What follows belongs to an exercise in optimizing a design on an open flow for small area, a short achievable clock period and few clock cycles; a production flow would make more cautious choices. Only simulation tests tie the RTL to the original design; equivalence was not proved. Power is estimated from default activity; no workload was simulated.

Setup of rev 12:
Design qr_segdec, start of the top module:
module qr_segdec (
    input  wire        clk,
    input  wire        rst,
    input  wire        start,
    input  wire [5:0]  version,
    input  wire [11:0] ndata,
    output wire        busy,
    input  wire        in_valid,
    input  wire [7:0]  in_data,
    output wire        in_ready,
    output reg         out_valid,
    output reg  [7:0]  out_char,
    output reg         seg_valid,
    output reg  [1:0]  seg_cls,
    output reg  [3:0]  seg_ind,
    output reg  [15:0] seg_len,
    output reg         seg_trunc,
    output reg         seg_bad,
    output reg  [12:0] seg_n,
    output reg  [14:0] seg_pos
);
  localparam BW = 22;                  
  localparam P_MODE = 2'd0;
  localparam P_LEN  = 2'd1;
  localparam P_DATA = 2'd2;
  function [16:0] addc(input [15:0] a, input [15:0] b, input ci);
    integer i;
    reg c;
    reg [15:0] s;
    begin
      c = ci;
      for (i = 0; i < 16; i = i + 1) begin
        s[i] = a[i] ^ b[i] ^ c;
        c    = (a[i] & b[i]) | (c & (a[i] ^ b[i]));
      end
      addc = {c, s};
    end
  endfunction
  function ge(input [15:0] a, input [15:0] b);    
    reg [16:0] t;
    begin
      t  = addc(a, ~b, 1'b1);
      ge = t[16];
    end
  endfunction
  function [15:0] add(input [15:0] a, input [15:0] b);
    reg [16:0] t;
    begin
      t   = addc(a, b, 1'b0);
      add = t[15:0];
    end
  endfunction
  function [15:0] sub(input [15:0] a, input [15:0] b);
    reg [16:0] t;
    begin
      t   = addc(a, ~b, 1'b1);
      sub = t[15:0];
    end
  endfunction
  function [3:0] add3(input [3:0] v);
    begin
      add3[3] = v[3] | (v[2] & (v[1] | v[0]));
      add3[2] = (v[3] & v[0]) | (v[2] & ~v[1] & ~v[0]);
      add3[1] = (v[3] & ~v[0]) | (~v[2] & v[1]) | (v[1] & v[0]);
      add3[0] = (v[3] & ~v[0]) | (~v[3] & ~v[2] & v[0]) | (v[2] & v[1] & ~v[0]);
    end
  endfunction
  function [11:0] bcd10(input [9:0] v);
    integer i;
    reg [21:0] s;
    begin
      s = {12'd0, v};
      for (i = 0; i < 10; i = i + 1) begin
        s[13:10] = add3(s[13:10]);
        s[17:14] = add3(s[17:14]);
        s[21:18] = add3(s[21:18]);
        s = s << 1;
      end
      bcd10 = s[21:10];
    end
  endfunction
  ...
For scale: roughly 1600 cells after synthesis, about 94 I/O pins, ~11000 sq um of cells after synthesis.
==> flow/config.mk <==
export PLATFORM = sky130hd
export DESIGN_NAME = qr_segdec
export DESIGN_NICKNAME = qr_segdec
export VERILOG_FILES = /design/flow/design.v
export SDC_FILE = /design/flow/constraint.sdc
export NUM_CORES = 4
export LEC_CHECK = 0
export ABC_AREA = 1
export CAP_MARGIN = 20
export CORE_MARGIN = 2
export CORE_UTILIZATION = 60
export PLACE_DENSITY = 0.75
export SLEW_MARGIN = 20
==> flow/constraint.sdc <==
create_clock -name core_clock -period 11.0 [get_ports {clk}]
set_input_delay 2.2000 -clock core_clock [delete_from_list [all_inputs] [get_ports {clk}]]
set_output_delay 2.2000 -clock core_clock [all_outputs]
set_load 0.01 [all_outputs]
standard.sh (not shown) runs the stock make flow with config.mk's settings and CLKGATE_MAP_FILE= SYNTH_SCRIPT=/design/flow/synth_recipe.tcl, a recipe that flattens the netlist after the stock synthesis.
==> flow/flow/run.sh <==
#!/bin/bash
# Standard layout, with two changes to how it is made (the clock period and
# the constraints are the design's):
#  - the resizer's repair_timing steps aim at a 7.5 ns setup margin;
#  - every port still gets its buffer, but a plain buf_1 instead of the
#    delay cell that buffer_ports picks by default.
set -euo pipefail
bash standard.sh SETUP_SLACK_MARGIN=7.5 \
  "BUFFER_PORTS_ARGS=-buffer_cell sky130_fd_sc_hd__buf_1" finish > standard_make.log 2>&1
Testbench counts of rev 12, summed over its fixed seeds: cycles 80,989.
--- input diff rev 12..rev 13 ---
--- a/flow/design.v
+++ b/flow/design.v
@@ -127,20 +127,21 @@
   reg          xv;
   reg          xs;          
   reg  [1:0]   xk;          
   reg  [11:0]  xx;          
   reg  [1:0]   dn;          
   reg  [11:0]  dd;          
   assign busy     = busy_r;
   assign in_ready = rdy;
   wire take = in_valid && rdy;
   reg  rem0, rem1, rem2;     
+  reg  rem3, rem4, rem5;     
   wire rem3p = !rem0 && !rem1 && !rem2;
   reg [4:0] gw;
   reg [1:0] gk;
   always @(*) begin
     gk = 2'd1;
     case (phase)
       P_MODE: gw = 5'd4;
       P_LEN:  gw = rem[4] ? {1'b0, rem[3:0]} : 5'd8;
       default: begin
         if (seg_cls == 2'd0) begin
@@ -199,27 +200,34 @@
   qr_alnum u_alnum (.idx(idx), .chr(c_tab));
   wire [7:0] head = (seg_cls == 2'd2) ? dd[7:0] : alnum ? c_tab : {4'h3, digit};
   wire run     = busy_r && !fin;
   wire e_mode  = run && (phase == P_MODE) && have;
   wire e_len   = run && (phase == P_LEN) && have;
   wire e_data  = run && (phase == P_DATA) && x_ready;
   wire e_end   = e_data && rem0;
   wire e_tr    = e_data && shv && !rem0 && !fits;
   wire e_grp   = e_data && shv && !rem0 && fits && have;
   wire e_cons  = e_mode || e_len || e_grp;
-  wire req1 = (rem == 13'd1), req2 = (rem == 13'd2), req3 = (rem == 13'd3);
-  wire req4 = (rem == 13'd4), req5 = (rem == 13'd5);
-  wire g_rem0 = gk[1] ? (gk[0] ? req3 : req2) : req1;
-  wire g_rem1 = gk[1] ? (gk[0] ? req4 : req3) : req2;
-  wire g_rem2 = gk[1] ? (gk[0] ? req5 : req4) : req3;
-  wire       post_r1 = (phase == P_DATA) && g_rem1;
-  wire       post_r2 = (phase == P_DATA) && g_rem2;
+  wire remz = (rem[12:4] == 9'd0);
+  wire req6 = remz && (rem[3:0] == 4'd6);
+  wire req7 = remz && (rem[3:0] == 4'd7);
+  wire req8 = remz && (rem[3:0] == 4'd8);
+  wire numc = (seg_cls == 2'd0);
+  wire alnc = (seg_cls == 2'd1);
+  wire g_rem0 = numc ? (rem1 || rem2 || rem3) : alnc ? (rem1 || rem2) : rem1;
+  wire g_rem1 = numc ? rem4 : alnc ? rem3 : rem2;
+  wire g_rem2 = numc ? rem5 : alnc ? rem4 : rem3;
+  wire g_rem3 = numc ? req6 : alnc ? rem5 : rem4;
+  wire g_rem4 = numc ? req7 : alnc ? req6 : rem5;
+  wire g_rem5 = numc ? req8 : alnc ? req7 : req6;
+  wire       post_r1 = (phase == P_DATA) && (numc ? rem4 : rem3);
+  wire       post_r2 = (phase == P_DATA) && rem5;
   reg  [4:0] g0, g1;
   always @(*) begin
     g1 = (seg_cls == 2'd0) ? 5'd4 : 5'd6;
     if (phase == P_MODE)
       g0 = {1'b0, lw8};
     else if (phase == P_LEN && rem[4])
       g0 = 5'd8;
     else if (seg_cls == 2'd0)
       g0 = 5'd10;
     else if (seg_cls == 2'd1)
@@ -294,20 +302,23 @@
           default: begin seg_cls <= 2'd3; fin <= 1'b1; end
         endcase
       end
       if (e_len) begin
         if (!rem[4]) begin
           seg_len <= len_next;
           rem     <= (len_next[15:13] != 3'd0) ? 13'h1fff : len_next[12:0];
           rem0    <= (len_next == 16'd0);
           rem1    <= (len_next == 16'd1);
           rem2    <= (len_next == 16'd2);
+          rem3    <= (len_next == 16'd3);
+          rem4    <= (len_next == 16'd4);
+          rem5    <= (len_next == 16'd5);
           phase   <= P_DATA;
           shv     <= !len_small;
         end else begin
           seg_len <= {8'd0, x[7:0]};
           rem     <= 13'd0;
         end
       end
       if (e_end) fin <= 1'b1;
       if (e_tr) begin fin <= 1'b1; seg_trunc <= 1'b1; end
       if (retire) xv <= 1'b0;
@@ -322,20 +333,23 @@
       end
       if (e_grp) begin
         xv  <= 1'b1;
         xs  <= 1'b0;
         xk  <= gk;
         xx  <= {1'd0, x};
         rem  <= rem_sub[12:0];
         rem0 <= g_rem0;
         rem1 <= g_rem1;
         rem2 <= g_rem2;
+        rem3 <= g_rem3;
+        rem4 <= g_rem4;
+        rem5 <= g_rem5;
       end
       if (dn != 2'd0) begin
         out_char <= head;
         dn       <= {dn[1] & dn[0], !dn[0]};
         seg_n    <= n_inc[12:0];
       end
       if (retire) begin
         dn <= xk;
         dd <= xdd;
       end
Rev 13 against rev 12: share of the clock period used by the worst path after layout went down 0.86 points; global-route track usage on met1 rose by 1.4 points; area of the die went up 1.6%. Diff rev 12 -> rev 13 | chip height | up slightly. Between rev 12 and rev 13, routing usage on met3 decreased. Capture point of the critical path: seg_cls[0] -> rev 12, busy -> rev 13. Rev 13 and rev 12 ended up with nearly the same filler cell count in the final layout. Rev 13 against rev 12: wire length of the first global-routing pass grew by 1.9%; synthesized cell count grew by 41; part of the total power dissipated in the clock network grew by 0.5 points; flip-flop and latch count grew by 3; maximum number of pins on one net before global-route repair shrank by 15%. Comparing rev 12 with rev 13, the wire length came out essentially unchanged. On post-synthesis adder-cell area fraction, rev 12 tracks rev 13 almost exactly.
Testbench counts of rev 13, summed over its fixed seeds: cycles 80,989.

[port drivers added, routing unchanged]
The results above use ideal ports. As a check the final layouts listed here were re-extracted and re-timed, cells and wires unchanged. Step 1 assumes that a clkbuf_16 drives the clock port and a buf_2 every other input. Step 2, shift: input delay + t, output delay - t, t = (earliest + latest rising clock arrival at the registers) / 2. This alone moves slack from input paths to output paths. Three values: ideal ports, drivers, drivers and shift; two values: the first two.
run | shift t [ns] | slack for setup (ns) | hold WS [ns] | worst setup path after step 2 | clock arrival spread, ns
rev 12 | 0.477 | 7.462 / 7.416 / 7.216 | 0.459 / 0.459 / 0.459 | input to register | 0.015 / 0.016
rev 13 | 0.486 | 7.556 / 7.510 / 7.260 | 0.465 / 0.465 / 0.465 | input to register | 0.017 / 0.016
After both steps setup and hold are still met in every run listed. The setup slack of rev 13, which loses most, moves by -0.046 ns with the drivers and by -0.296 ns with both steps.
